What follows belongs to an exercise in optimizing a design on an open flow for small area, a short achievable clock period and few clock cycles; a production flow would make more cautious choices. Function was checked by simulation only, so behaviour that the tests miss may differ from the original. Power is estimated from default activity; no workload was simulated.

v2:
==> flow/design.v (excerpt) <==
module dcpc (
    input  wire        clk,
    input  wire        rst,      
    input  wire        req,
    input  wire        we,
    input  wire        wide,     
    input  wire [15:0] addr,
    input  wire [31:0] wdata,
    output wire        ack,
    output wire        err,
    output wire [31:0] rdata
);
clock: 10.0 ns
lec_check: 0
abc_area: 1
cap_margin: 20
core_margin: 2
core_utilization: 40
place_density: 0.6
setup_slack_margin: 4.0
slew_margin: 20
run.sh (not shown) runs the stock make flow with config.mk's settings and CLKGATE_MAP_FILE= SYNTH_SCRIPT=/design/flow/synth_recipe.tcl, a recipe that flattens the netlist after the stock synthesis.
v2 | stages: all done | timing, DRC, antenna: all pass
Testbench counts of v2, summed over its fixed seeds: cycles 26,909.
For v35, these inputs were changed with respect to v2:
- an added CTS_BUF_LIST of sky130_fd_sc_hd__clkbuf_4 sky130_fd_sc_hd__clkbuf_8
- a deleted ABC_AREA that had been 1
==> flow/flow/run.sh (new file) <==
#!/bin/bash
# The standard layout (the standard.sh, standard synthesis included), with
# the port buffers made as sky130_fd_sc_hd__buf_4 instead of the smallest
# buffer, so that the paths from the inputs to the outputs start and end on
# a faster buffer. Every port is still buffered.
set -euo pipefail
bash standard.sh 'BUFFER_PORTS_ARGS=-buffer_cell sky130_fd_sc_hd__buf_4' finish > run_make.log 2>&1
==> flow/standard.sh (new file) <==
#!/bin/bash
# synth_recipe.tcl (not shown) runs the flow's synth.tcl, then flattens the netlist and writes it again
# the make line also repeats each setting of config.mk as NAME=value (left out here)
make -C /OpenROAD-flow-scripts/flow DESIGN_CONFIG=/design/flow/config.mk WORK_HOME=/design/flow/orfs CLKGATE_MAP_FILE= SYNTH_SCRIPT=/design/flow/synth_recipe.tcl "${@:-finish}"
removed: flow/run.sh
Findings:
Clock transition at the registers of the reported paths: v35 vs v2, no meaningful difference. [v35] non-clock buffer count fell 47 relative to v2. v35 vs v2, data-path buffer share of cell area in the final layout went down by 0.47 points. [compare] base=v2 new=v35: aggregate routed wire length shows a reduction of 4.8%; synthesized-area fraction occupied by and/or/nand/nor cells shows a reduction of 7.8 points. Internal portion of total power delta (v2 -> v35): insignificant. Post-synthesis to final-layout area growth is higher on v2. Comparing v2 and v35, the higher final area was measured on v2. | register-to-register slack | v35 vs v2 | worse |. Side by side, logic depth of the worst path, buffers included turned out lower in v35 than in v2. Synthesized-area fraction occupied by ao, oa, aoi and oai cells: v35 vs v2 down 0.55 points.

Another version of the RTL of dcpc (not shown whole).
Size in the first run: about 8400 cells after synthesis, ~87 I/O pins, roughly 110000 um2 of cells after synthesis.
==> flow/design.v (excerpt) <==
module dcpc (
    input  wire        clk,
    input  wire        rst,      
    input  wire        req,
    input  wire        we,
    input  wire        wide,     
    input  wire [15:0] addr,
    input  wire [31:0] wdata,
    output wire        ack,
    output wire        err,
    output wire [31:0] rdata
);
Settings: LEC_CHECK=0, CAP_MARGIN=20, CORE_MARGIN=2, CORE_UTILIZATION=56, CTS_BUF_LIST=sky130_fd_sc_hd__clkbuf_4 sky130_fd_sc_hd__clkbuf_8, PLACE_DENSITY=0.73, SETUP_SLACK_MARGIN=4.0, SLEW_MARGIN=20; clock period 10.0 ns.
standard.sh (not shown) runs the stock make flow with config.mk's settings and CLKGATE_MAP_FILE= SYNTH_SCRIPT=/design/flow/synth_recipe.tcl, a recipe that flattens the netlist after the stock synthesis.
==> flow/flow/run.sh <==
#!/bin/bash
# The standard layout (the standard.sh, standard synthesis included), with
# the port buffers made as sky130_fd_sc_hd__buf_4 instead of the smallest
# buffer, so that the paths from the inputs to the outputs start and end on
# a faster buffer. Every port is still buffered.
set -euo pipefail
bash standard.sh 'BUFFER_PORTS_ARGS=-buffer_cell sky130_fd_sc_hd__buf_4' finish > run_make.log 2>&1
Testbench counts at the start, summed over its fixed seeds: cycles 27,139.
==> next run, changes <==
CORE_UTILIZATION = 52   (was 56)
PLACE_DENSITY = 0.69   (was 0.73)
Outcome: The new run passed the timing, DRC and antenna checks; flip-flop and latch count stays the same; setup slack is worse by 7.2 ps; total power is about the same; via count goes down by 0.41%; design area went up by 0.33%.
==> next run, changes <==
CORE_UTILIZATION = 48   (was 52)
PLACE_DENSITY = 0.65   (was 0.69)
After rerunning: The changed run finished with timing, DRC and antenna clean; power stays flat; die area increases by about 8%; sequential power stays flat; global-route usage drops by 2.5 points.

## re-timing with driven ports
How much do the figures lean on ideal ports? The routed layouts below were timed once more, with nothing changed but the port constraints. Step 1 assumes that a clkbuf_16 drives the clock port and a buf_2 every other input. Step 2 times the ports against the registers' clock, not the clock port: input delays grow and output delays shrink by t, the midpoint of the rising clock arrivals with the driver on. Slacks: no drivers / after step 1 / after step 2; pairs: no drivers / after step 1.
run | t (ns) | setup slack, ns | worst setup path at the end | worst slew at a driven data input, ns
v2 | 1.011 | 4.053 / 4.026 / 3.047 | input to register | 0.25
v35 | 1.156 | 3.812 / 3.840 / 2.684 | input to register | 0.17
the first run of note 2 | 1.242 | 3.962 / 3.962 / 3.675 | input to register | 0.18
the second run of note 2 | 1.241 | 3.955 / 3.955 / 3.372 | input to register | 0.21
the third run of note 2 | 1.227 | 4.085 / 4.085 / 3.438 | input to register | 0.20
After both steps every run listed still meets setup and hold. For v35, which loses most, drivers alone change the setup slack by +0.028 ns; drivers and shift together by -1.128 ns.
